Source: an optimization exercise on an open RTL-to-GDS flow (aim: small area, a short achievable clock period and few clock cycles). Production flows keep margins and buffers that such runs may drop.
In this exercise RTL edits were held to simulation tests only and were not proved equivalent to the original.

==> design.v <==
module qr_rs_blocktable (
    input  wire [5:0]  version,
    input  wire [1:0]  ecl,
    output wire [12:0] esel,
    output wire [4:0]  em1,
    output wire [6:0]  k1m1,
    output wire [6:0]  n1m1,
    output wire [6:0]  nbm1,
    output wire        nb1
);
  localparam [10239:0] TAB = 10240'h80074713a080074ba1864006d7116080077a9230800747099880074baa804006d7275c80077a132e800747299280074baf7a4006d68c5880077c832a800747178a80074bb0744006d69c5480077c9028800747018280074bad6e4006d7054e80077c0526800747157c80074ba6684006d70b4a80077c0b24800747ba7680074bab644006d68d488007790c248007470a7080074b9c5e4006d68d448007791022800747126a80074b89584006d689408007791020800747166480074ba9544006d6813c8007790c1e800747165e80074b8e4e4006d71238800779041c800747125880074b004a4006d61436800779861a8007470a5280074b83444006d6023280077a02188007470b4e80074b07424006d6153080077c8716800747a0484006ca9b424006d6922c4006f88916800747154480074b86384006d7072820067487168007479d3e80074b8a344006d6052680077a05128007470f3a80074b8a304006d7032280077c03101005c6214280074b862c4006d690204006f7011080074792304006ca902c20065490204006f9830e4006c70e3080074b8e26200654021e4006f5020e200646083020064a1028200655821a4006f8020c4006c681284006ca9022200655081880077b840a4006c681244006ca801e4006d689144006f5000a800747021e1005c90e204006d606121005f0840a1005c58a2280074b84161005d4041208056b040a1005c58a1e0404c78a1e1005d3831080077902060805450b1e1005c98716080552071020067503064006c686142006498312080551850e1005ed81061005c582144006ca830e80075880080404e803064006c7050e1005c9050e200655030802046181061005c5830e0404c7830e08055182088007798102200646830a080548830a08055281061005f001022006460308020446810a02044f03060404e681024006c703061005c903060083cd03060204618102080545010602044701061005d5010220067580010083c4030620064b810202044f81020404e7800108054601020204480102200655800100439b00014006c7800108054a80010083cd8001001250800101040400010023060001001247800100098900010000000000000000000000000000000000000000;
  assign {esel, em1, k1m1, n1m1, nbm1, nb1} = TAB[{version, ecl} * 40 +: 40];
endmodule
module qr_rs_genpoly (
    input  wire [12:0]  esel,      
    output wire [809:0] coef
);
  localparam [12959:0] TAB = 12960'h18c2bae87856d8d8078579bcd8036168c2d0f5d5d1ab62bbb0a18d43db015bb6bb43bb31a87b06c31aba1ebb5dabbb06c0ac6bb00050de61eaed74001e63001da1e6c3b457aecd801db5d0f0d76185b45770ad80f6c2d185005a18db01ae6eba1ebb575b19b000000000000030a35a1b1b61ae1ab62bb76d83b58cc6003b5e76815da2ed76aeec1b1aed707b0af3bb6146af3c2eba87b01abb75d760f5d98d9b003cf375d768aed176c2e6ed01e6c3b58c2baebb70ac679b6360edaed0f5cc6635d8561e0f66f37761add8000000000000000000000000001dad86c07abb76d80d73776bb001e776cd8af5d9bd76b8001e636175cedbb07b0af379e175d5d1ab1856ed76d0d8d9b635da861ed750e87b01aec06b9baed7400001ab603c35d80d400d8d8576baf3ae8adb02b1ad743d7600000000000000000000000000000000000000001e785d73ceed9b7987abad8d76b9dbaebb6b9b1aed86c0001ed750c3d5dbb50ebb68d83618c1e15b60016863001e635630aebac66c5a35d6876d0f5d5dd73635cf3d85d857aecd802edae630d46ad8a1bcc000000000000000000000000000000000000000000000000000002d1ae76d0d8d9ba1dd9b035a1eb98dae6350de74363616ec2ba1b1ad0f379b1b361ec2ec1b1761587856ed768783c006c5d8575d76d0db01e76d0dda2bbb6c1dbaecdb628600bb5a06a1e000000000000000000000000000000000000000000000000000000000000000000030b9bb4078016876bced0ed79da361856c6c28635ae8003ced15bb46b9b158783c00630aebaf3b43cde6f3000d6bac6d761761b079dd800edaeda287b0b40aeed5dae800000000000000000000000000000000000000000000000000000000000000000000000000000000002ed76003cc3d5d15d0d8d85635db0b68aeec056f379eb83c00b4319e6f3005a287b0b45a000001ab606a2bb43cf36c6a1b61e6f3ae8ade6d8d80adb0350000000000000000000000000000000000000000000000000000000000000000000000000000000000000000351a8035d85d85775c3576dd9e776a1b635d76c2ec1da1ecdd75db766c0ae861e0f6146b43ae8003d76c28d6bb43b450c3c1ecdbcd8d76c28d40000000000000000000000000000000000000000000000000000000000000000000000000000000000000000000000bb0035c35cd8aed19b1a8786bb0003cc6b9baebb75d43ae8aebbaed70af36f315e16ba35636bb5c006c5d856350f6c35cc6635d801ae0000000000000000000000000000000000000000000000000000000000000000000000000000000000000000000000000000050eecd8d75db0b85635daed9bae8aeec1e006c28785d76c30baed80ac56001ab62baf3b43cc575dd76c1e7761ae1686c6cd878000000000000000000000000000000000000000000000000000000000000000000000000000000000000000000000000000000000000000000576876815dd83d430f0783d5dbb07b602bd73198d5d633cdb0ed6c31800ed6c3b5b035d73cc01686361760d80000000000000000000000000000000000000000000000000000000000000000000000000000000000000000000000000000000000000000000000000000000000000001ada03d5dd857686d879d76d0d876b61b0001ab6360f3bb36360c6003630b43d757400000000000000000000000000000000000000000000000000000000000000000000000000000000000000000000000000000000000000000000000000000000000000000000000000000000000f3c2ebb5dae0066f3600d76c2d0d8aee6db14379b635dae;
  integer e;
  reg [809:0] c;
  always @(*) begin
    c = 810'd0;
    for (e = 0; e < 13; e = e + 1)
      if (esel[e]) c = c | TAB[e * 810 +: 810];
  end
  assign coef = c;
endmodule
module qr_rs_to_tower (input wire [7:0] s, output wire [7:0] t);
  assign t[0] = s[0] ^ s[2] ^ s[4] ^ s[6];
  assign t[1] = s[2] ^ s[3] ^ s[4] ^ s[7];
  assign t[2] = s[2] ^ s[4] ^ s[5];
  assign t[3] = s[3] ^ s[5] ^ s[6] ^ s[7];
  assign t[4] = s[4] ^ s[7];
  assign t[5] = s[2] ^ s[6];
  assign t[6] = s[1] ^ s[2] ^ s[3] ^ s[4] ^ s[6];
  assign t[7] = s[5];
endmodule
module qr_rs_from_tower (input wire [7:0] t, output wire [7:0] s);
  assign s[0] = t[0] ^ t[1] ^ t[3] ^ t[7];
  assign s[1] = t[1] ^ t[2] ^ t[4] ^ t[5] ^ t[6] ^ t[7];
  assign s[2] = t[1] ^ t[2] ^ t[3] ^ t[5];
  assign s[3] = t[2] ^ t[3] ^ t[4] ^ t[5];
  assign s[4] = t[1] ^ t[3] ^ t[5] ^ t[7];
  assign s[5] = t[7];
  assign s[6] = t[1] ^ t[2] ^ t[3];
  assign s[7] = t[1] ^ t[3] ^ t[4] ^ t[5] ^ t[7];
endmodule
module qr_rs_dyn (input wire [7:0] a, output wire [26:0] d);
  assign d[0] = a[7];
  assign d[1] = a[6];
  assign d[2] = a[6] ^ a[7];
  assign d[3] = a[5];
  assign d[4] = a[4];
  assign d[5] = a[4] ^ a[5];
  assign d[6] = a[5] ^ a[7];
  assign d[7] = a[4] ^ a[6];
  assign d[8] = a[4] ^ a[5] ^ a[6] ^ a[7];
  assign d[9] = a[3];
  assign d[10] = a[2];
  assign d[11] = a[2] ^ a[3];
  assign d[12] = a[1];
  assign d[13] = a[0];
  assign d[14] = a[0] ^ a[1];
  assign d[15] = a[1] ^ a[3];
  assign d[16] = a[0] ^ a[2];
  assign d[17] = a[0] ^ a[1] ^ a[2] ^ a[3];
  assign d[18] = a[3] ^ a[7];
  assign d[19] = a[2] ^ a[6];
  assign d[20] = a[2] ^ a[3] ^ a[6] ^ a[7];
  assign d[21] = a[1] ^ a[5];
  assign d[22] = a[0] ^ a[4];
  assign d[23] = a[0] ^ a[1] ^ a[4] ^ a[5];
  assign d[24] = a[1] ^ a[3] ^ a[5] ^ a[7];
  assign d[25] = a[0] ^ a[2] ^ a[4] ^ a[6];
  assign d[26] = a[0] ^ a[1] ^ a[2] ^ a[3] ^ a[4] ^ a[5] ^ a[6] ^ a[7];
endmodule
module qr_rs_tmul (input wire [26:0] d, input wire [26:0] s, output wire [7:0] p);
  wire [26:0] t = d & s;
  wire [17:0] c4;    
  genvar i;
  generate for (i = 0; i < 9; i = i + 1) begin : g4
    assign c4[2*i+1] = t[3*i+2] ^ t[3*i+1];
    assign c4[2*i]   = t[3*i+1] ^ t[3*i];
  end endgenerate
  wire [11:0] c16;   
  generate for (i = 0; i < 3; i = i + 1) begin : g16
    assign c16[4*i+3 -: 2] = c4[6*i+5 -: 2] ^ c4[6*i+3 -: 2];
    assign c16[4*i+1 -: 2] = c4[6*i+3 -: 2] ^ c4[6*i+1 -: 2];
  end endgenerate
  assign p[7:4] = c16[11:8] ^ c16[7:4];
  assign p[3:0] = c16[7:4] ^ c16[3:0];
endmodule
module qr_rs_encoder (
    input  wire       clk,
    input  wire       rst,           
    input  wire       start,
    input  wire [5:0] cfg_version,
    input  wire [1:0] cfg_ecl,
    output wire       idle,
    output reg        cfg_err,
    input  wire       in_valid,
    input  wire [7:0] in_data,
    output wire       in_ready,
    output reg        out_valid,
    output reg  [7:0] out_data,
    output reg        out_last_blk,
    output reg        out_last,
    input  wire       out_ready
);
  localparam S_IDLE  = 2'd0;
  localparam S_SETUP = 2'd1;
  localparam S_RUN   = 2'd2;
  reg [1:0] state;
  reg [5:0] ver_q;
  reg [1:0] ecl_q;
  reg [12:0] esel_q;      
  reg [4:0]  em1_q;       
  reg [6:0]  k1m1_q;      
  reg [6:0] in_cnt;       
  reg [6:0] klim;         
  reg [6:0] sh_left;      
  reg [6:0] blk_left;     
  reg       blk_end_f;    
  reg       last_blk_f;   
  reg       in_done;      
  reg       ib_valid;
  reg [7:0] ib_data;
  reg       ib_last;      
  reg       ib_lastcmd;   
  reg [7:0] rem [0:29];
  reg [7:0] ob  [0:29];
  reg [4:0] ob_n;         
  reg       ob_has;       
  reg       ob_one;       
  reg       ob_lastcmd;   
  reg       sk_valid;
  reg [7:0] sk_data;
  reg       sk_last_blk;
  reg       sk_last;
  wire [12:0]  t_esel;
  wire [4:0]   t_em1;
  wire [6:0]   t_k1m1, t_n1m1, t_nbm1;
  wire         t_nb1;
  wire [809:0] gcoef;
  qr_rs_blocktable u_table (
      .version(ver_q), .ecl(ecl_q),
      .esel(t_esel), .em1(t_em1), .k1m1(t_k1m1), .n1m1(t_n1m1), .nbm1(t_nbm1), .nb1(t_nb1)
  );
  qr_rs_genpoly u_genpoly (.esel(esel_q), .coef(gcoef));
  wire cfg_ok = (cfg_version >= 6'd1) && (cfg_version <= 6'd40);
  wire pop     = ob_has && !sk_valid;
  wire ob_free = !ob_has || (pop && ob_one);
  wire consume = ib_valid && (!ib_last || ob_free);
  wire load    = consume && ib_last;
  assign in_ready = (state == S_RUN || state == S_SETUP) && !in_done && (!ib_valid || consume);
  wire   take     = in_valid && in_ready;
  assign idle = (state == S_IDLE);
  wire [7:0] in_t, ob0_s;
  qr_rs_to_tower   u_to   (.s(in_data), .t(in_t));
  qr_rs_from_tower u_from (.t(ob[0]), .s(ob0_s));
  wire [7:0]  fb = ib_data ^ rem[0];
  wire [26:0] fdyn;
  qr_rs_dyn u_dyn (.a(fb), .d(fdyn));
  wire [7:0] prod [0:29];
  genvar gj;
  generate for (gj = 0; gj < 30; gj = gj + 1) begin : g_mul
    qr_rs_tmul u_mul (.d(fdyn), .s(gcoef[27*gj +: 27]), .p(prod[gj]));
  end endgenerate
  integer j;
  reg [7:0] nrem [0:29];
  always @(*) begin
    for (j = 0; j < 29; j = j + 1)
      nrem[j] = rem[j+1] ^ prod[j];
    nrem[29] = prod[29];
  end
  wire give = out_valid && out_ready;
  always @(posedge clk) begin
    if (rst) begin
      state     <= S_IDLE;
      cfg_err   <= 1'b0;
      ib_valid  <= 1'b0;
      in_done   <= 1'b0;
      ob_has    <= 1'b0;
      ob_one    <= 1'b0;
      sk_valid  <= 1'b0;
      out_valid    <= 1'b0;
      out_last_blk <= 1'b0;
      out_last     <= 1'b0;
    end else begin
      case (state)
        S_IDLE: begin
          if (start) begin
            cfg_err <= !cfg_ok;
            if (cfg_ok) begin
              ver_q      <= cfg_version;
              ecl_q      <= cfg_ecl;
              in_done    <= 1'b0;
              in_cnt     <= 7'd0;
              blk_end_f  <= 1'b0;
              last_blk_f <= 1'b0;
              state      <= S_SETUP;
            end
          end
        end
        S_SETUP: begin
          esel_q     <= t_esel;
          em1_q      <= t_em1;
          k1m1_q     <= t_k1m1;
          klim       <= t_k1m1;
          sh_left    <= t_n1m1;
          blk_left   <= t_nbm1;
          last_blk_f <= t_nb1;
          state      <= S_RUN;
        end
        default: begin
          if (give && out_last)
            state <= S_IDLE;
        end
      endcase
      if (take) begin
        ib_valid   <= 1'b1;
        ib_data    <= in_t;
        ib_last    <= blk_end_f;
        ib_lastcmd <= blk_end_f && last_blk_f;
        if (blk_end_f) begin
          in_cnt     <= 7'd0;
          klim       <= (sh_left != 7'd0) ? k1m1_q : k1m1_q + 7'd1;
          sh_left    <= (sh_left != 7'd0) ? sh_left - 7'd1 : 7'd0;
          blk_left   <= blk_left - 7'd1;
          blk_end_f  <= 1'b0;
          last_blk_f <= (blk_left == 7'd1);
        end else begin
          in_cnt    <= in_cnt + 7'd1;
          blk_end_f <= (state == S_RUN) && (in_cnt + 7'd1 == klim);
        end
        if (blk_end_f && last_blk_f)
          in_done <= 1'b1;
      end else if (consume) begin
        ib_valid <= 1'b0;
      end
      if (load) begin
        ob_n       <= em1_q;
        ob_has     <= 1'b1;
        ob_one     <= 1'b0;
        ob_lastcmd <= ib_lastcmd;
      end else if (pop) begin
        ob_n   <= ob_n - 5'd1;
        ob_has <= !ob_one;
        ob_one <= (ob_n == 5'd1);
      end
      if (!out_valid || out_ready) begin
        out_valid <= sk_valid || pop;
        if (sk_valid) begin
          out_data     <= sk_data;
          out_last_blk <= sk_last_blk;
          out_last     <= sk_last;
        end else begin
          out_data     <= ob0_s;
          out_last_blk <= ob_one;
          out_last     <= ob_one && ob_lastcmd;
        end
        sk_valid <= 1'b0;
      end else if (pop) begin
        sk_valid    <= 1'b1;
        sk_data     <= ob0_s;
        sk_last_blk <= ob_one;
        sk_last     <= ob_one && ob_lastcmd;
      end
    end
  end
  always @(posedge clk) begin
    for (j = 0; j < 30; j = j + 1) begin
      if (state == S_SETUP)
        rem[j] <= 8'd0;
      else if (consume)
        rem[j] <= ib_last ? 8'd0 : nrem[j];
      if (load)
        ob[j] <= nrem[j];
      else if (pop)
        ob[j] <= (j < 29) ? ob[(j < 29) ? j + 1 : 0] : 8'd0;
    end
  end
endmodule
==> run.sh <==
#!/bin/bash
# synth_recipe.tcl (not shown) runs the flow's synth.tcl, then flattens the netlist and writes it again
# the make line also repeats each setting of config.mk as NAME=value (left out here)
make -C /OpenROAD-flow-scripts/flow DESIGN_CONFIG=/design/flow/config.mk WORK_HOME=/design/flow/orfs CLKGATE_MAP_FILE= SYNTH_SCRIPT=/design/flow/synth_recipe.tcl finish
==> config.mk <==
export PLATFORM = sky130hd
export DESIGN_NAME = qr_rs_encoder
export DESIGN_NICKNAME = qr_rs_encoder
export VERILOG_FILES = /design/flow/design.v
export SDC_FILE = /design/flow/constraint.sdc
export NUM_CORES = 4
export LEC_CHECK = 0
export CAP_MARGIN = 20
export CORE_MARGIN = 2
export CORE_UTILIZATION = 40
export PLACE_DENSITY = 0.6
export SLEW_MARGIN = 20
export SYNTH_MEMORY_MAX_BITS = 16384
==> constraint.sdc <==
create_clock -name core_clock -period 6.5 [get_ports {clk}]
set_input_delay 1.3000 -clock core_clock [delete_from_list [all_inputs] [get_ports {clk}]]
set_output_delay 1.3000 -clock core_clock [all_outputs]
set_load 0.01 [all_outputs]
==> results of run 1 <==
worst paths after layout:
path | endpoint | slack [ps] | cells after the start
min | ob_lastcmd | 440 | 0
max reg2reg | ob[4][3] | 1820 | 10
max | ob[4][3] | 1820 | 10
min reg2reg | ob_lastcmd | 440 | 0
final cells by class:
| type | count | area share, % |
|---|---|---|
| Antenna cell | 5 | 0.0248 |
| Clock buffer | 97 | 3.86 |
| Clock inverter | 27 | 0.559 |
| Inverter | 32 | 0.241 |
| Multi-Input combinational cell | 4511 | 57.9 |
| Sequential cell | 588 | 30.1 |
| Tap cell | 1500 | 3.73 |
| Timing Repair Buffer | 218 | 3.62 |
Yosys cell counts (95+ instances only):
cell	number	share of area, %
xnor2_1	874	17
nand2_1	711	5.9
o21ai_0	572	6.3
nor2_1	521	4.3
a21oi_1	365	4.0
clkbuf_1	357	2.9
edfxtp_1	337	22
xor2_1	262	5.0
dfxtp_1	251	11
a31oi_1	124	1.7
nand3_1	111	1.2
nor3_1	104	1.1
and2_1	95	1.3
cell usage in the layout (no fill, tap or decap), drive strengths merged, types with 96 or more instances in the layout:
cell type	netlist	routed
xnor2	894	894
nand2	711	711
o21ai	617	617
nor2	522	522
a21oi	365	365
edfxtp	337	337
xor2	266	266
dfxtp	251	251
buf	99	184
a31oi	124	124
nand3	111	111
nor3	107	107
clkbuf	357	97
and2	96	96
flip-flops by register name, indices dropped and copies added, names as in the netlist, 6 cells and up:
name,count
out_data,8
klim,7
rem,240
in_cnt,7
sh_left,7
ver_q,6
blk_left,7
ob,240
sk_data,8
esel_q,13
ib_data,8
k1m1_q,7
per-layer routing:
layer / GRT usage [%] / up-vias / part of all wire (%)
met1: 45.6 / 21292 / 38
li1: - / 19074 / -
met4: 24.7 / 12 / 8.7
met2: 53.9 / 3335 / 41
met5: 0 / - / 0.028
met3: 13.1 / 1109 / 12
worst reg2reg max path: cells and delay by family (launching register included):
family / cells / cell delay (ps)
buffers and inverters: 2 / 1140
AND/OR/NAND/NOR: 1 / 160
AO/OA/AOI/OAI: 1 / 100
XOR/XNOR: 6 / 2520
flip-flops: 1 / 500
cell families (layout without fill, tap and decap cells):
family                     Yosys count  count (layout)  synth area share, %
other                                0               5                    0
xor gates and xnor gates          1195            1195                 24.6
muxes                               41              41                 1.04
buffers and inverters              488             374                 4.15
and+or+nand+nor                   1736            1736                 16.7
DFF                                588             588                 33.3
AOI/OAI and AO/OA                 1516            1516                 19.6
adders and majority gates           23              23                0.665
metrics by stage:
step,hold WS [ps],utilization (%),setup WS [ps],cell area [um2]
3_3_place_gp,403,42.6,2000,48000
2_1_floorplan,400,-,1440,45500
4_1_cts,439,44.6,2020,50300
5_1_grt,455,44.7,1780,50300
3_5_place_dp,407,42.7,2030,48100
6_report,441,44.7,1820,50400
==> out/results.ini, run 1 <==
[run_status]
status=complete, no violations

[routing]
ant_nets=0
avgViaCountPerCell=6.42
drt_wl_total_mm=221
drt_iter0_markers=7337
drc_errors=0
post_drt_wl_per_cell_um=31.7
num_vias=44822
drt-pass1-iter-count=13

[clock_network]
root_buffer=clkbuf_16
post_cts_buffers=0
clock_latency_ps=680
cts_tree=built
cts_buffer_depth=3
clkSinkCount=588
h-tree-depth=3
clkTransAtPathRegs_ps=60
ctsHoldBuffers=0
cts_resized=0
cts-buffers-inserted=68

[global_routing]
grt_max_degree=198
grt_antenna_before_repair=12
grt_pass1_vias=42577
grt_pass1_wl_mm=313
track_usage_pct=36.9
grt-ovfl-total=0

[critical_path]
start_kind=register
cpMaxStageDelayCell=xnor2_4
reg2reg_from=ib_data[6]
path_delay_family=XOR/XNOR gates
crit_required_ps=6880
path_buf_inv=2
cp-end-kind=register
setup.worst_path.class=register to register
crit_chain=xnor2_4 -> buf_4 -> xnor2_2 -> buf_4 -> nand2_1 -> xnor2_1 -> xnor2_2 -> xnor2_1 -> xor2_1 -> o21ai_0
crit_fanout=31
max_stage_delay_ps=750
critPathLaunch=ib_data[6]
worst_ep_arrival_time_ps=5070

[die]
start_util_pct=40.4
num_rows=123
die_y_um=341
design.core.area_um2=113000
dieArea_um2=116000
ios=35
die_x_um=341

[timing]
worst_pin_slew_ps=1320
setup_tns_ps=0
period_needed_ps=4680
fmax_ghz=0.214
setup_viol=0
period_share_pct=72.0
slew_headroom_pct=11.1
hold_violations=0
slew_viol_final=0
rsz0062_at_grt=no
fin_worst_skew_ps=32.6

[finish]
layoutNonFillerInstCount=6978
syn_to_final_growth_pct=10.7
multiInputGateArea_um2=29200
fillers=11339
finalNetCount=5463
seqCellArea_um2=15100
drive_gt1_share_pct=8.00

[place]
portBuffers=34
dp.cells=6846
routabilityCongestion=1.11
dp_hpwl_mm=151

[logic_synthesis]
ys_ff_latch=588
syn_area_um2=45500
synth-edff-count=337
yosys_warnings=8
syn_nets=5631
postSynth.asyncResetShare_pct=0
synthFlopType=edfxtp_1
ys_seq_area_share_pct=33.3
synth_cell_types=83
syn_inst=5587
syn_avg_cell_area_um2=8.15

[min_path]
hold_class=register to register
hold_start=ib_lastcmd

[run]
drv_cap=0

Testbench counts, summed over its fixed seeds: cycles 65,338.
==> inputs of run 2 (changes only) <==
--- a/design.v
+++ b/design.v
@@ -76,4 +76,4 @@
 endmodule
-module qr_rs_tmul (input wire [26:0] d, input wire [26:0] s, output wire [7:0] p);
-  wire [26:0] t = d & s;
+module qr_rs_tmul (input wire [26:0] d, input wire [26:0] s, output wire [7:0] p, output wire [26:0] t);
+  assign t = d & s;
   wire [17:0] c4;    
@@ -92,2 +92,60 @@
 endmodule
+module qr_rs_dyn_std (input wire [7:0] s, output wire [26:0] d);
+  assign d[0] = s[5];
+  assign d[1] = s[1] ^ s[2] ^ s[3] ^ s[4] ^ s[6];
+  assign d[2] = s[1] ^ s[2] ^ s[3] ^ s[4] ^ s[5] ^ s[6];
+  assign d[3] = s[2] ^ s[6];
+  assign d[4] = s[4] ^ s[7];
+  assign d[5] = s[2] ^ s[4] ^ s[6] ^ s[7];
+  assign d[6] = s[2] ^ s[5] ^ s[6];
+  assign d[7] = s[1] ^ s[2] ^ s[3] ^ s[6] ^ s[7];
+  assign d[8] = s[1] ^ s[3] ^ s[5] ^ s[7];
+  assign d[9] = s[3] ^ s[5] ^ s[6] ^ s[7];
+  assign d[10] = s[2] ^ s[4] ^ s[5];
+  assign d[11] = s[2] ^ s[3] ^ s[4] ^ s[6] ^ s[7];
+  assign d[12] = s[2] ^ s[3] ^ s[4] ^ s[7];
+  assign d[13] = s[0] ^ s[2] ^ s[4] ^ s[6];
+  assign d[14] = s[0] ^ s[3] ^ s[6] ^ s[7];
+  assign d[15] = s[2] ^ s[4] ^ s[5] ^ s[6];
+  assign d[16] = s[0] ^ s[5] ^ s[6];
+  assign d[17] = s[0] ^ s[2] ^ s[4];
+  assign d[18] = s[3] ^ s[6] ^ s[7];
+  assign d[19] = s[1] ^ s[3] ^ s[5] ^ s[6];
+  assign d[20] = s[1] ^ s[5] ^ s[7];
+  assign d[21] = s[3] ^ s[4] ^ s[6] ^ s[7];
+  assign d[22] = s[0] ^ s[2] ^ s[6] ^ s[7];
+  assign d[23] = s[0] ^ s[2] ^ s[3] ^ s[4];
+  assign d[24] = s[4];
+  assign d[25] = s[0] ^ s[1] ^ s[2] ^ s[3] ^ s[5] ^ s[7];
+  assign d[26] = s[0] ^ s[1] ^ s[2] ^ s[3] ^ s[4] ^ s[5] ^ s[7];
+endmodule
+module qr_rs_dyn_prod (input wire [26:0] t, output wire [26:0] d);
+  assign d[0] = t[13] ^ t[14] ^ t[16] ^ t[17] ^ t[22] ^ t[23] ^ t[25] ^ t[26];
+  assign d[1] = t[12] ^ t[13] ^ t[15] ^ t[16] ^ t[21] ^ t[22] ^ t[24] ^ t[25];
+  assign d[2] = t[12] ^ t[14] ^ t[15] ^ t[17] ^ t[21] ^ t[23] ^ t[24] ^ t[26];
+  assign d[3] = t[10] ^ t[11] ^ t[13] ^ t[14] ^ t[19] ^ t[20] ^ t[22] ^ t[23];
+  assign d[4] = t[9] ^ t[10] ^ t[12] ^ t[13] ^ t[18] ^ t[19] ^ t[21] ^ t[22];
+  assign d[5] = t[9] ^ t[11] ^ t[12] ^ t[14] ^ t[18] ^ t[20] ^ t[21] ^ t[23];
+  assign d[6] = t[10] ^ t[11] ^ t[16] ^ t[17] ^ t[19] ^ t[20] ^ t[25] ^ t[26];
+  assign d[7] = t[9] ^ t[10] ^ t[15] ^ t[16] ^ t[18] ^ t[19] ^ t[24] ^ t[25];
+  assign d[8] = t[9] ^ t[11] ^ t[15] ^ t[17] ^ t[18] ^ t[20] ^ t[24] ^ t[26];
+  assign d[9] = t[4] ^ t[5] ^ t[7] ^ t[8] ^ t[13] ^ t[14] ^ t[16] ^ t[17];
+  assign d[10] = t[3] ^ t[4] ^ t[6] ^ t[7] ^ t[12] ^ t[13] ^ t[15] ^ t[16];
+  assign d[11] = t[3] ^ t[5] ^ t[6] ^ t[8] ^ t[12] ^ t[14] ^ t[15] ^ t[17];
+  assign d[12] = t[1] ^ t[2] ^ t[4] ^ t[5] ^ t[10] ^ t[11] ^ t[13] ^ t[14];
+  assign d[13] = t[0] ^ t[1] ^ t[3] ^ t[4] ^ t[9] ^ t[10] ^ t[12] ^ t[13];
+  assign d[14] = t[0] ^ t[2] ^ t[3] ^ t[5] ^ t[9] ^ t[11] ^ t[12] ^ t[14];
+  assign d[15] = t[1] ^ t[2] ^ t[7] ^ t[8] ^ t[10] ^ t[11] ^ t[16] ^ t[17];
+  assign d[16] = t[0] ^ t[1] ^ t[6] ^ t[7] ^ t[9] ^ t[10] ^ t[15] ^ t[16];
+  assign d[17] = t[0] ^ t[2] ^ t[6] ^ t[8] ^ t[9] ^ t[11] ^ t[15] ^ t[17];
+  assign d[18] = t[4] ^ t[5] ^ t[7] ^ t[8] ^ t[22] ^ t[23] ^ t[25] ^ t[26];
+  assign d[19] = t[3] ^ t[4] ^ t[6] ^ t[7] ^ t[21] ^ t[22] ^ t[24] ^ t[25];
+  assign d[20] = t[3] ^ t[5] ^ t[6] ^ t[8] ^ t[21] ^ t[23] ^ t[24] ^ t[26];
+  assign d[21] = t[1] ^ t[2] ^ t[4] ^ t[5] ^ t[19] ^ t[20] ^ t[22] ^ t[23];
+  assign d[22] = t[0] ^ t[1] ^ t[3] ^ t[4] ^ t[18] ^ t[19] ^ t[21] ^ t[22];
+  assign d[23] = t[0] ^ t[2] ^ t[3] ^ t[5] ^ t[18] ^ t[20] ^ t[21] ^ t[23];
+  assign d[24] = t[1] ^ t[2] ^ t[7] ^ t[8] ^ t[19] ^ t[20] ^ t[25] ^ t[26];
+  assign d[25] = t[0] ^ t[1] ^ t[6] ^ t[7] ^ t[18] ^ t[19] ^ t[24] ^ t[25];
+  assign d[26] = t[0] ^ t[2] ^ t[6] ^ t[8] ^ t[18] ^ t[20] ^ t[24] ^ t[26];
+endmodule
 module qr_rs_encoder (
@@ -125,7 +183,8 @@
   reg       in_done;      
-  reg       ib_valid;
-  reg [7:0] ib_data;
+  reg        ib_valid;
+  reg [26:0] ib_dyn;      
   reg       ib_last;      
   reg       ib_lastcmd;   
-  reg [7:0] rem [0:29];
+  reg [7:0]  rem [1:29];  
+  reg [26:0] r0d;         
   reg [7:0] ob  [0:29];
@@ -157,13 +216,16 @@
   assign idle = (state == S_IDLE);
-  wire [7:0] in_t, ob0_s;
-  qr_rs_to_tower   u_to   (.s(in_data), .t(in_t));
+  wire [26:0] in_dyn;
+  wire [7:0]  ob0_s;
+  qr_rs_dyn_std    u_in   (.s(in_data), .d(in_dyn));
   qr_rs_from_tower u_from (.t(ob[0]), .s(ob0_s));
-  wire [7:0]  fb = ib_data ^ rem[0];
-  wire [26:0] fdyn;
-  qr_rs_dyn u_dyn (.a(fb), .d(fdyn));
-  wire [7:0] prod [0:29];
+  wire [26:0] fdyn = ib_dyn ^ r0d;
+  wire [7:0]  prod [0:29];
+  wire [26:0] leaf [0:29];
   genvar gj;
   generate for (gj = 0; gj < 30; gj = gj + 1) begin : g_mul
-    qr_rs_tmul u_mul (.d(fdyn), .s(gcoef[27*gj +: 27]), .p(prod[gj]));
+    qr_rs_tmul u_mul (.d(fdyn), .s(gcoef[27*gj +: 27]), .p(prod[gj]), .t(leaf[gj]));
   end endgenerate
+  wire [26:0] r1d, p0d;
+  qr_rs_dyn      u_r1d (.a(rem[1]), .d(r1d));
+  qr_rs_dyn_prod u_p0d (.t(leaf[0]), .d(p0d));
   integer j;
@@ -221,3 +283,3 @@
         ib_valid   <= 1'b1;
-        ib_data    <= in_t;
+        ib_dyn     <= in_dyn;
         ib_last    <= blk_end_f;
@@ -271,3 +333,7 @@
   always @(posedge clk) begin
-    for (j = 0; j < 30; j = j + 1) begin
+    if (state == S_SETUP)
+      r0d <= 27'd0;
+    else if (consume)
+      r0d <= ib_last ? 27'd0 : (r1d ^ p0d);
+    for (j = 1; j < 30; j = j + 1) begin
       if (state == S_SETUP)
@@ -276,2 +342,4 @@
         rem[j] <= ib_last ? 8'd0 : nrem[j];
+    end
+    for (j = 0; j < 30; j = j + 1) begin
       if (load)
--- a/config.mk
+++ b/config.mk
@@ -11,2 +11,3 @@
 export PLACE_DENSITY = 0.6
+export SETUP_SLACK_MARGIN = 3.5
 export SLEW_MARGIN = 20
==> out/results.ini, run 2 <==
[run_status]
status=complete, no violations

[logic_synthesis]
ys_seq_area_share_pct=33.7  ; +0.47 points
synth_xor_area_share_pct=27.4  ; +2.8 points
synthTopCellsByArea=edfxtp_1, xnor2_1, dfxtp_1
synthTopCellsByCount=xnor2_1, nand2_1, nor2_1
synthSimpleGateAreaFrac_pct=13.6  ; -3.1 points
ys_ff_latch=626  ; +6.5%
synth_compound_gate_area_share_pct=19.0  ; -0.64 points
synth_cell_types=96  ; +16%
syn_area_um2=47700  ; +4.8%
synth_top_family_by_area=XOR/XNOR gates
syn_avg_cell_area_um2=8.94  ; +9.8%
synthFlopType=edfxtp_1
postSynth.asyncResetShare_pct=0  ; unchanged
synth-edff-count=356  ; +5.6%
yosys_warnings=8  ; unchanged
synth_top_area_cell=edfxtp_1
synth_most_common_cell=xnor2_1
synth_top_area_share_pct=22.4  ; +0.18 points
synth.area.mux_share_pct=0.897  ; -0.14 points
synth_fa_ha_area_share_pct=0.808  ; +0.14 points
syn_inst=5335  ; -4.5%
syn_nets=5385  ; -4.4%

[routing]
drt_wl_total_mm=236  ; +6.7%
drc_errors=0  ; unchanged
avgViaCountPerCell=6.53  ; +1.7%
post_drt_wl_per_cell_um=34.0  ; +7.3%
num_vias=45356  ; +1.2%
drt_iter0_markers=8005  ; +9.1%
ant_nets=0  ; unchanged
drt-pass1-iter-count=10  ; -3

[critical_path]
crit_required_ps=6910  ; +30 ps
reg2reg_from=esel_q[1]
critPathLaunch=esel_q[1]
crit_chain=buf_4 -> buf_4 -> nor2_4 -> a41oi_1 -> xnor2_1 -> xnor2_1 -> xnor2_1 -> o21ai_1
path_delay_family=XOR/XNOR gates
cpMaxStageDelayCell=xnor2_1
cp-end-kind=register
r2r_setup_slack_ps=3370  ; +1550 ps
rr_endpoint=ob[0][0]
crit_top_cell=xnor2_1
path_buf_inv=2  ; unchanged
crit_fanout=5  ; -84%
worst_ep_arrival_time_ps=3540  ; -1530 ps
ff2ff_path_depth=8  ; -2
max_stage_delay_ps=510  ; -240 ps
setup.worst_path.class=register to register
start_kind=register

[clock_network]
cts_tree=built
cts_buffer_depth=3  ; unchanged
clock_latency_ps=690  ; about the same
clkTransAtPathRegs_ps=70  ; about the same
ctsHoldBuffers=0  ; unchanged
clkSinkCount=626  ; +6.5%
h-tree-depth=3  ; unchanged
cts-buffers-inserted=74  ; +8.8%
root_buffer=clkbuf_16

[global_routing]
track_usage_pct=37.5  ; +0.63 points
grt_pass1_vias=41933  ; -1.5%
grt-ovfl-total=0  ; unchanged
grt_antenna_before_repair=15  ; +3
grt_max_degree=140  ; -29%
grt_pass1_wl_mm=326  ; +4.2%

[place]
dp_hpwl_mm=158  ; +4.3%
placed_area_um2=49900  ; +3.8%
routabilityCongestion=1.12  ; +0.91%
portBuffers=34  ; unchanged

[die]
die_x_um=349  ; +2.3%
start_util_pct=40.3  ; -0.061 points
die_y_um=349  ; +2.3%
num_rows=126  ; +2.4%
ios=35  ; unchanged
dieArea_um2=122000  ; +4.7%
design.core.area_um2=118000  ; +5.0%

[run]
drv_cap=0  ; unchanged

[timing]
period_needed_ps=3130  ; -1550 ps
setup_viol=0  ; unchanged
slew_headroom_pct=28.5  ; +17 points
rsz0062_at_grt=yes
slew_viol_final=0  ; unchanged
fmax_ghz=0.320  ; +50%
setup_tns_ps=0  ; unchanged
worst_pin_slew_ps=1070  ; -250 ps
hold_violations=0  ; unchanged
period_share_pct=48.1  ; -24 points
fin_worst_skew_ps=28.3  ; -4.31 ps
hold_ws_ps=428  ; -13.1 ps

[finish]
regMostFlops=ob
syn_to_final_growth_pct=16.8
finalNetCount=5394  ; -1.3%
most-common-layout-cells=xnor2_1, nand2_1, nor2_1, o21ai_0, edfxtp_1
reg.largest.list=ob x240, rem x232
largest_reg_flops=240
final_area_um2=55700  ; +11%
layout_commonest_cell=xnor2_1
drive_gt1_share_pct=16.0  ; +8.0 points

[min_path]
holdPathEnd=ob_lastcmd
holdPathStages=0  ; unchanged
hold_class=register to register
hold_start=ib_lastcmd

run 2: worst max path at each step:
stage                     to  slack (ps)  cells past startpoint
global route        in_ready        3370                      5
CTS                 in_ready        3340                      3
floorplan           ob[0][0]        3500                      8
global placement    ecl_q[1]        2680                      7
detailed placement  ecl_q[1]        2720                      7
finish              ob[0][0]        3370                      8
run 2: metal layers:
metal / track usage, % / wire, um
met5: 2.04 / 624
met4: 20.9 / 17400
met3: 17.2 / 35300
met2: 51.4 / 92200
met1: 48.3 / 90700
run 2: kinds of logic after synthesis:
| logic type | count (synthesis) |
|---|---|
| AOI/OAI and AO/OA | 1458 |
| and+or+nand+nor | 1427 |
| xor gates and xnor gates | 1283 |
| DFF | 626 |
| buffers and inverters | 476 |
| muxes | 36 |
| adders and majority gates | 29 |
run 2: area by class of cell:
type	count	area, um2
Antenna cell	2	5.00
Fill cell	11276	62500
Multi-Input combinational cell	4239	31500
Clock inverter	29	428
Inverter	41	176
Clock buffer	107	2080
Tap cell	1536	1920
Timing Repair Buffer	362	3500
Sequential cell	626	16100
run 2: stage by stage:
stage | std cells | util, % | setup WS [ps]
after global routing | 6941 | 47.1 | 3370
final | 6942 | 47.1 | 3370
after global placement | 6641 | 42.1 | 2680
after CTS | 6869 | 45.7 | 3340
after floorplan | 5335 | - | 3500
after detailed placement | 6643 | 42.2 | 2720
run 2: repair_timing:
| action | in CTS | in global routing |
|---|---|---|
| setup endpoints to repair | 681 | 404 |
| pin swaps | 36 | 40 |
| gates resized for setup | 179 | 188 |
| gates cloned | 8 | 5 |
| buffers inserted | 82 | 66 |
Testbench counts of run 2, summed over its fixed seeds: cycles 65,338.
==> inputs of run 3 (changes only) <==
--- a/config.mk
+++ b/config.mk
@@ -14 +14,2 @@
 export SYNTH_MEMORY_MAX_BITS = 16384
+export TNS_END_PERCENT = 10
==> out/results.ini, run 3 <==
[die]
start_util_pct=40.3  ; unchanged
die_y_um=349  ; unchanged
die_x_um=349  ; unchanged
num_rows=126  ; unchanged
ios=35  ; unchanged
dieArea_um2=122000  ; unchanged
design.core.area_um2=118000  ; unchanged

[critical_path]
r2r_setup_slack_ps=3160  ; -210 ps
critPathLaunch=esel_q[4]
rr_endpoint=ob[11][0]
setup.worst_path.class=register to register
start_kind=register
crit_path_end=ob[11][0]
crit_required_ps=6900  ; about the same
cp-end-kind=register
worst_ep_arrival_time_ps=3740  ; +200 ps
reg2reg_from=esel_q[4]
ff2ff_path_depth=8  ; unchanged
crit_fanout=42  ; +37

[timing]
slew_viol_final=0  ; unchanged
period_share_pct=51.4  ; +3.2 points
setup_viol=0  ; unchanged
fin_worst_skew_ps=42.1  ; +13.8 ps
slew_headroom_pct=17.7  ; -11 points
setup_tns_ps=0  ; unchanged
worst_pin_slew_ps=1230  ; +158 ps
fmax_ghz=0.300  ; -6.2%
period_needed_ps=3340  ; +208 ps
hold_violations=0  ; unchanged
rsz0062_at_grt=yes

[routing]
avgViaCountPerCell=6.50  ; -0.53%
ant_nets=0  ; unchanged
drt-pass1-iter-count=8  ; -2
drt_wl_total_mm=231  ; -2.0%
drt_iter0_markers=7986  ; -0.24%
num_vias=44674  ; -1.5%
drc_errors=0  ; unchanged
post_drt_wl_per_cell_um=33.7  ; -1.1%

[finish]
drive_gt1_share_pct=13.0  ; -3.0 points
largest_reg_flops=240  ; unchanged
fillers=11570  ; +2.6%
syn_to_final_growth_pct=13.4
reg.largest.list=ob x240, rem x232
regMostFlops=ob
most-common-layout-cells=xnor2_1, nand2_1, nor2_1, o21ai_0, a21oi_1
finalNetCount=5322  ; -1.3%
layout_commonest_cell=xnor2_1

[logic_synthesis]
syn_inst=5335  ; unchanged
syn_avg_cell_area_um2=8.94  ; unchanged
synth-edff-count=356  ; unchanged
synth_cell_types=96  ; unchanged
syn_nets=5385  ; unchanged
synth_most_common_cell=xnor2_1
synthTopCellsByArea=edfxtp_1, xnor2_1, dfxtp_1
syn_area_um2=47700  ; unchanged
postSynth.asyncResetShare_pct=0  ; unchanged
synth_top_area_cell=edfxtp_1
synthTopCellsByCount=xnor2_1, nand2_1, nor2_1
yosys_warnings=8  ; unchanged
synthFlopType=edfxtp_1
ys_seq_area_share_pct=33.7  ; unchanged
ys_ff_latch=626  ; unchanged
synth_top_area_share_pct=22.4  ; unchanged

[clock_network]
clock_latency_ps=700  ; about the same
cts_tree=built
cts_buffer_depth=3  ; unchanged
h-tree-depth=3  ; unchanged
root_buffer=clkbuf_16
cts-buffers-inserted=75  ; +1.4%
clkSinkCount=626  ; unchanged
clkTransAtPathRegs_ps=60  ; about the same

[place]
portBuffers=34  ; unchanged
dp_hpwl_mm=154  ; -2.1%
routabilityCongestion=1.10  ; -1.5%

[global_routing]
grt_antenna_before_repair=16  ; +1
track_usage_pct=36.9  ; -0.65 points
grt_max_degree=134  ; -4.3%
grt_pass1_wl_mm=322  ; -1.4%
grt-ovfl-total=0  ; unchanged
grt_pass1_vias=42246  ; +0.75%

[min_path]
hold_class=register to register

[run_status]
status=complete, no violations

[run]
drv_cap=0  ; unchanged

==> run 3: cell type report <==
type                    instances  area [um2]  share of cell area, %
well taps                    1536        1920                   3.55
inverters                      41         166                  0.308
flip-flops and latches        626       16100                   29.8
multi-input cells            4239       30600                   56.6
clock inverters                38         488                  0.902
clock buffers                 101        2040                   3.78
repair buffers                289        2730                   5.05
diodes                          4        10.0                 0.0185
==> run 3: timing repair <==
item,4_1_cts,5_1_grt
resized for setup,126,72
hold buffers,0,0
cloned,6,3
setup buffers,54,20
pin swaps,21,10
setup endpoints to repair,695,624
==> run 3: critical path, stage by stage, from the launching register on <==
cell and delay (ps):
edfxtp_1 460, buf_8 260, nor3_1 930, a21oi_1 430, xor2_1 270, xnor2_1 210
xnor2_1 160, xnor2_1 160, o21ai_0 120
==> run 3: metrics by stage <==
step	hold slack, ps	std cells	setup WS [ps]	instance area, um2	util, %
2_1_floorplan	400	5335	3190	47700	-
3_3_place_gp	404	6648	2580	49800	42.1
3_5_place_dp	405	6648	2570	49800	42.1
4_1_cts	426	6847	3280	53500	45.3
5_1_grt	447	6871	3220	54100	45.7
6_report	429	6874	3160	54100	45.7
==> run 3: cell families after synthesis <==
family / share of synthesized area [%]
XOR/XNOR: 27.4
adder cells (fa/ha/maj): 0.808
multiplexers: 0.897
AO/OA/AOI/OAI: 19.0
flip-flops: 33.7
buffers and inverters: 4.59
AND/OR/NAND/NOR: 13.6
==> run 3: worst min-delay path by stage <==
stage | cells past startpoint | from | end
after floorplan | 0 | ib_lastcmd | ob_lastcmd
after global placement | 0 | ib_lastcmd | ob_lastcmd
after detailed placement | 0 | ib_lastcmd | ob_lastcmd
after CTS | 0 | ib_lastcmd | ob_lastcmd
after global routing | 0 | ib_lastcmd | ob_lastcmd
final | 0 | ib_lastcmd | ob_lastcmd
==> run 3: layer usage <==
metal / global-route usage, % / vias up / part of all wire (%) / wire [um]
met5: 0.549 / - / 0.12 / 284
met4: 19.7 / 20 / 6.6 / 15300
met3: 15.7 / 983 / 14 / 33100
met2: 50.9 / 3463 / 40 / 91600
met1: 48.3 / 21574 / 39 / 91000
li1: - / 18634 / - / -
==> inputs of run 4 (changes only) <==
--- a/config.mk
+++ b/config.mk
@@ -9,4 +9,4 @@
 export CORE_MARGIN = 2
-export CORE_UTILIZATION = 40
-export PLACE_DENSITY = 0.6
+export CORE_UTILIZATION = 45
+export PLACE_DENSITY = 0.65
 export SETUP_SLACK_MARGIN = 3.5
@@ -14,2 +14 @@
 export SYNTH_MEMORY_MAX_BITS = 16384
-export TNS_END_PERCENT = 10
==> out/results.ini, run 4 <==
[run_status]
status=complete, no violations

[critical_path]
cp-end-kind=register
worst_ep_arrival_time_ps=3710  ; -30 ps
setup.worst_path.class=register to register
start_kind=register
crit_required_ps=7040  ; +140 ps
crit_fanout=23  ; -45%
r2r_setup_slack_ps=3330  ; +170 ps
ff2ff_path_depth=9  ; +1

[routing]
ant_nets=0  ; unchanged
drt_wl_total_mm=235  ; +1.6%
post_drt_wl_per_cell_um=34.4  ; +2.3%
num_vias=46515  ; +4.1%
drt-pass1-iter-count=12  ; +4
drc_errors=0  ; unchanged
drt_iter0_markers=8206  ; +2.8%
avgViaCountPerCell=6.82  ; +4.9%

[run]
drv_cap=0  ; unchanged

[timing]
rsz0062_at_grt=yes
period_needed_ps=3170  ; -168 ps
slew_viol_final=0  ; unchanged
hold_ws_ps=442  ; +12.5 ps
worst_pin_slew_ps=1180  ; -52.3 ps
fin_worst_skew_ps=34.5  ; -7.60 ps
setup_tns_ps=0  ; unchanged
slew_headroom_pct=21.2  ; +3.5 points
period_share_pct=48.8  ; -2.6 points
setup_viol=0  ; unchanged
hold_violations=0  ; unchanged
fin_ws_ps=3330  ; +168 ps
fmax_ghz=0.316  ; +5.3%

[place]
dp_hpwl_mm=151  ; -1.9%
routabilityCongestion=1.15  ; +4.8%
place_ws_ps=2530  ; -31.7 ps
portBuffers=34  ; unchanged
dp.cells=6492  ; -2.3%

[die]
ios=35  ; unchanged
dieArea_um2=109000  ; -11%
die_x_um=330  ; -5.7%
die_y_um=330  ; -5.7%
start_util_pct=45.3  ; +5.0 points
num_rows=119  ; -5.6%
design.core.area_um2=105000  ; -11%

[finish]
syn_to_final_growth_pct=16.9
reg.largest.list=ob x240, rem x232
layoutNonFillerInstCount=6824  ; -0.73%
largest_reg_flops=240  ; unchanged
layout_commonest_cell=xnor2_1
finalNetCount=5416  ; +1.8%
drive_gt1_share_pct=16.5  ; +3.5 points
most-common-layout-cells=xnor2_1, nand2_1, nor2_1, o21ai_0, edfxtp_1
regMostFlops=ob
fillers=9680  ; -16%

[clock_network]
clock_latency_ps=700  ; about the same
cts_tree=built
cts-buffers-inserted=74  ; -1.3%
clkSinkCount=626  ; unchanged
root_buffer=clkbuf_16
h-tree-depth=3  ; unchanged
ctsHoldBuffers=0  ; unchanged
clkTransAtPathRegs_ps=60  ; about the same
cts_buffer_depth=3  ; unchanged

[logic_synthesis]
synth_fa_ha_area_share_pct=0.808  ; unchanged
ys_ff_latch=626  ; unchanged
syn_inst=5335  ; unchanged
synth_xor_area_share_pct=27.4  ; unchanged
syn_avg_cell_area_um2=8.94  ; unchanged
yosys_warnings=8  ; unchanged
postSynth.asyncResetShare_pct=0  ; unchanged
synth_top_area_share_pct=22.4  ; unchanged
synthFlopType=edfxtp_1
synth_top_family_by_area=XOR/XNOR gates
synth.area.mux_share_pct=0.897  ; unchanged
synth_compound_gate_area_share_pct=19.0  ; unchanged
synthTopCellsByCount=xnor2_1, nand2_1, nor2_1
synthSimpleGateAreaFrac_pct=13.6  ; unchanged
syn_area_um2=47700  ; unchanged
syn_nets=5385  ; unchanged
synth-edff-count=356  ; unchanged
ys_seq_area_share_pct=33.7  ; unchanged
synth_most_common_cell=xnor2_1
synth_cell_types=96  ; unchanged
synthTopCellsByArea=edfxtp_1, xnor2_1, dfxtp_1
synth_top_area_cell=edfxtp_1

[global_routing]
grt_pass1_vias=42960  ; +1.7%
grt_pass1_wl_mm=319  ; -0.84%
grt_max_degree=207  ; +54%
grt-ovfl-total=0  ; unchanged
track_usage_pct=41.1  ; +4.2 points
grt_antenna_before_repair=8  ; -8

[min_path]
hold_class=register to register
holdPathStages=0  ; unchanged

## run 4: cell counts after synthesis
Identical to the previous run, type by type.
## run 4: worst paths after layout
path,startpoint,endpoint
worst max-delay path,esel_q[5],rem[7][1]
worst min-delay path,ib_lastcmd,ob_lastcmd
worst max register to register,esel_q[5],rem[7][1]
worst min register to register,ib_lastcmd,ob_lastcmd
## run 4: final cells by class
class	instances	area (um2)	area share (%)
Multi-Input combinational cell	4238	31300	56.1
Sequential cell	626	16100	28.9
Timing Repair Buffer	385	3780	6.77
Clock buffer	93	2040	3.65
Tap cell	1391	1740	3.12
Clock inverter	44	618	1.11
Inverter	41	170	0.305
Antenna cell	6	15.0	0.0269
## run 4: critical path, stage by stage (launching register included)
cell and delay, ps:
edfxtp_1 440, clkbuf_16 260, nor2_4 170, buf_12 160, nand2_1 110, o21ai_0 910, xnor3_1 490, xnor2_1 200
a2bb2oi_1 200, nor2_1 60
## run 4: cells by family after synthesis
group / Yosys count
buffers and inverters: 476
XOR/XNOR: 1283
multiplexers: 36
flip-flops: 626
AND/OR/NAND/NOR: 1427
adder cells (fa/ha/maj): 29
AO/OA/AOI/OAI: 1458
## run 4: repair_timing
action / 4_1_cts / 5_1_grt
pin swaps: 39 / 56
endpoints found under the setup margin: 684 / 432
gates cloned: 8 / 9
buffers inserted: 93 / 79
gates resized for setup: 175 / 166
endpoints found under the hold margin: 0 / 0
## run 4: layer usage
layer	up-vias	wire (um)	GRT usage [%]
met1	22354	88700	52.6
li1	18812	-	-
met3	1259	36000	19.2
met4	42	17900	23.4
met2	4048	91300	56.1
met5	-	1080	3.17
## run 4: through the flow
| step | utilization, % | area (um2) |
|---|---|---|
| global route | 52.9 | 55700 |
| global placement | 47.0 | 49500 |
| finish | 53.0 | 55700 |
| CTS | 51.4 | 54100 |
| detailed placement | 47.1 | 49600 |
| floorplan | - | 47700 |
==> inputs of run 5 (changes only) <==
--- a/design.v
+++ b/design.v
@@ -209,8 +209,12 @@
   wire cfg_ok = (cfg_version >= 6'd1) && (cfg_version <= 6'd40);
-  wire pop     = ob_has && !sk_valid;
-  wire ob_free = !ob_has || (pop && ob_one);
-  wire consume = ib_valid && (!ib_last || ob_free);
-  wire load    = consume && ib_last;
+  reg pop, consume, load, setup;
   assign in_ready = (state == S_RUN || state == S_SETUP) && !in_done && (!ib_valid || consume);
   wire   take     = in_valid && in_ready;
+  wire ib_valid_n = take || (ib_valid && !consume);
+  wire ib_last_n  = take ? blk_end_f : ib_last;
+  wire ob_has_n   = load || (ob_has && !(pop && ob_one));
+  wire ob_one_n   = !load && (pop ? (ob_n == 5'd1) : ob_one);
+  wire sk_valid_n = out_valid && !out_ready && (sk_valid || pop);
+  wire pop_n      = ob_has_n && !sk_valid_n;
+  wire consume_n  = ib_valid_n && (!ib_last_n || !ob_has_n || (pop_n && ob_one_n));
   assign idle = (state == S_IDLE);
@@ -250,3 +254,11 @@
       out_last     <= 1'b0;
+      pop          <= 1'b0;
+      consume      <= 1'b0;
+      load         <= 1'b0;
+      setup        <= 1'b0;
     end else begin
+      pop     <= pop_n;
+      consume <= consume_n;
+      load    <= consume_n && ib_last_n;
+      setup   <= (state == S_IDLE) && start && cfg_ok;
       case (state)
@@ -333,3 +345,3 @@
   always @(posedge clk) begin
-    if (state == S_SETUP)
+    if (setup)
       r0d <= 27'd0;
@@ -338,3 +350,3 @@
     for (j = 1; j < 30; j = j + 1) begin
-      if (state == S_SETUP)
+      if (setup)
         rem[j] <= 8'd0;
--- a/config.mk
+++ b/config.mk
@@ -9,4 +9,4 @@
 export CORE_MARGIN = 2
-export CORE_UTILIZATION = 45
-export PLACE_DENSITY = 0.65
+export CORE_UTILIZATION = 40
+export PLACE_DENSITY = 0.6
 export SETUP_SLACK_MARGIN = 3.5
==> out/results.ini, run 5 <==
[place]
placed_area_um2=49500  ; -0.20%
portBuffers=34  ; unchanged
dp_hpwl_mm=146  ; -3.6%
routabilityCongestion=1.08  ; -6.5%
place_ws_ps=2220  ; -309 ps

[global_routing]
grt_max_degree=152  ; -27%
grt_pass1_wl_mm=313  ; -2.1%
track_usage_pct=35.8  ; -5.3 points
grt-ovfl-total=0  ; unchanged
grt_pass1_vias=42280  ; -1.6%
grt_antenna_before_repair=12  ; +4

[critical_path]
start_kind=register
crit_fanout=23  ; unchanged
worst_ep_arrival_time_ps=3620  ; -90 ps
cp-end-kind=register
crit_required_ps=6970  ; -70 ps
setup.worst_path.class=register to register

[timing]
fin_worst_skew_ps=46.8  ; +12.3 ps
slew_headroom_pct=20.2  ; -1.0 points
period_needed_ps=3160  ; -12.6 ps
worst_pin_slew_ps=1200  ; +19.3 ps
setup_viol=0  ; unchanged
setup_tns_ps=0  ; unchanged
slew_viol_final=0  ; unchanged
hold_violations=0  ; unchanged
period_share_pct=48.6  ; -0.19 points
fin_ws_ps=3340  ; +12.6 ps
rsz0062_at_grt=yes
fmax_ghz=0.317  ; +0.40%

[run_status]
status=complete, no violations

[routing]
num_vias=44064  ; -5.3%
ant_nets=0  ; unchanged
drt_iter0_markers=6691  ; -18%
drt_wl_total_mm=224  ; -4.7%
avgViaCountPerCell=6.53  ; -4.2%
drt-pass1-iter-count=9  ; -3
drc_errors=0  ; unchanged
post_drt_wl_per_cell_um=33.2  ; -3.6%

[clock_network]
root_buffer=clkbuf_16
clkSinkCount=630  ; +0.64%
cts-buffers-inserted=78  ; +5.4%
cts_buffer_depth=3  ; unchanged
clkTransAtPathRegs_ps=60  ; about the same
clock_latency_ps=730  ; +30 ps
h-tree-depth=3  ; unchanged
cts_tree=built

[finish]
layout_commonest_cell=xnor2_1
multiInputGateArea_um2=31800  ; +1.6%
finalNetCount=5200  ; -4.0%
seqCellArea_um2=16200  ; +0.55%
final_area_um2=56900  ; +2.0%
reg.largest.list=ob x240, rem x232
largest_reg_flops=240  ; unchanged
most-common-layout-cells=xnor2_1, nor2_1, a21oi_1, edfxtp_1, buf_4
syn_to_final_growth_pct=21.1
fillers=10947  ; +13%
drive_gt1_share_pct=21.8  ; +5.3 points
regMostFlops=ob

[logic_synthesis]
ys_ff_latch=630  ; +0.64%
synth_cell_types=89  ; -7.3%
synthFlopType=edfxtp_1
synthTopCellsByCount=xnor2_1, nor2_1, a21oi_1
syn_inst=5041  ; -5.5%
synth-edff-count=356  ; unchanged
ys_seq_area_share_pct=34.5  ; +0.71 points
syn_avg_cell_area_um2=9.31  ; +4.2%
postSynth.asyncResetShare_pct=0  ; unchanged
synth_top_area_share_pct=22.8  ; +0.36 points
syn_area_um2=46900  ; -1.6%
synth_most_common_cell=xnor2_1
synthTopCellsByArea=edfxtp_1, xnor2_1, dfxtp_1
syn_nets=5090  ; -5.5%
yosys_warnings=8  ; unchanged
synth_top_area_cell=edfxtp_1

[die]
num_rows=125  ; +5.0%
ios=35  ; unchanged
die_x_um=347  ; +5.2%
die_y_um=347  ; +5.2%
dieArea_um2=120000  ; +11%
start_util_pct=40.3  ; -5.0 points
design.core.area_um2=116000  ; +11%

[min_path]
hold_class=register to register

[run]
drv_cap=0  ; unchanged

run 5: cells by family (layout without fill, tap and decap cells):
logic type / after synthesis / in the layout / share of synthesized area, %
muxes: 202 / 202 / 4.86
DFF: 630 / 630 / 34.5
adders and majority gates: 28 / 28 / 0.794
and+or+nand+nor: 1151 / 1155 / 11.1
AOI/OAI and AO/OA: 1295 / 1295 / 17.5
other: 0 / 7 / 0
xor gates and xnor gates: 1291 / 1291 / 27.4
buffers and inverters: 444 / 614 / 3.83
run 5: critical path: stages, from the launching register on:
cell and delay (ps):
edfxtp_1 480, buf_6 380, nor2_2 100, nand2_1 140
o21ai_0 150, a222oi_1 850, xnor2_2 240, xnor2_1 220
mux2_2 290
run 5: cell type report:
| type | instances | share of cell area, % |
|---|---|---|
| well taps | 1524 | 3.35 |
| repair buffers | 430 | 7.27 |
| inverters | 40 | 0.328 |
| clock inverters | 43 | 0.873 |
| diodes | 7 | 0.0308 |
| multi-input cells | 3971 | 55.9 |
| clock buffers | 101 | 3.76 |
| flip-flops and latches | 630 | 28.5 |
run 5: per-layer routing:
layer  track usage (%)  wire [um]  part of all wire [%]
met5             0.680         65                 0.029
met4              21.4      17000                   7.6
met3              11.9      29400                    13
met2              52.1      92000                    41
met1              45.8      85400                    38
run 5: worst paths after layout:
path | slack (ps) | depth (start not counted) | endpoint | from
max | 3340 | 8 | ob[13][5] | esel_q[12]
min | 440 | 0 | ob_lastcmd | ib_lastcmd
max reg2reg | 3340 | 8 | ob[13][5] | esel_q[12]
min reg2reg | 440 | 0 | ob_lastcmd | ib_lastcmd
run 5: timing repair:
| action | CTS | global route |
|---|---|---|
| endpoints found under the hold margin | 0 | 0 |
| pin swaps | 58 | 82 |
| gates resized for setup | 288 | 231 |
| hold buffers | 0 | 0 |
| setup buffers | 117 | 86 |
| gates cloned | 9 | 6 |
| endpoints found under the setup margin | 521 | 239 |
run 5: stage by stage:
stage               hold slack [ps]  std cells  util, %
floorplan                       400       5041        -
global placement                408       6374     42.5
detailed placement              428       6377     42.5
CTS                             443       6647     47.1
global route                    441       6739     48.9
finish                          439       6746     48.9
Testbench counts of run 5, summed over its fixed seeds: cycles 65,338.

static timing again, ports no longer ideal:
No port has a modelled driver above. Below, the same layouts with a new extraction and two added sets of constraints. Step 1, drivers: a clkbuf_16 drives clk and a buf_2 each remaining input, both assumed. Step 2, shift: input delay + t, output delay - t, t = (earliest + latest rising clock arrival at the registers) / 2. This alone moves slack from input paths to output paths. Slacks: ideal / step 1 / step 2; pairs: ideal / step 1.
run	t, ns	setup slack, ns	worst slew at a driven data input, ns
run 1	0.740	1.817 / 1.817 / 1.817	0.04
run 2	0.751	3.370 / 3.327 / 2.898	0.14
run 3	0.747	3.162 / 3.162 / 2.829	0.22
run 4	0.746	3.330 / 3.298 / 2.892	0.04
run 5	0.793	3.343 / 3.343 / 2.886	0.04
After both steps every run listed still meets setup and hold. The setup slack of run 2, which loses most, moves by -0.043 ns with the drivers and by -0.472 ns with both steps.
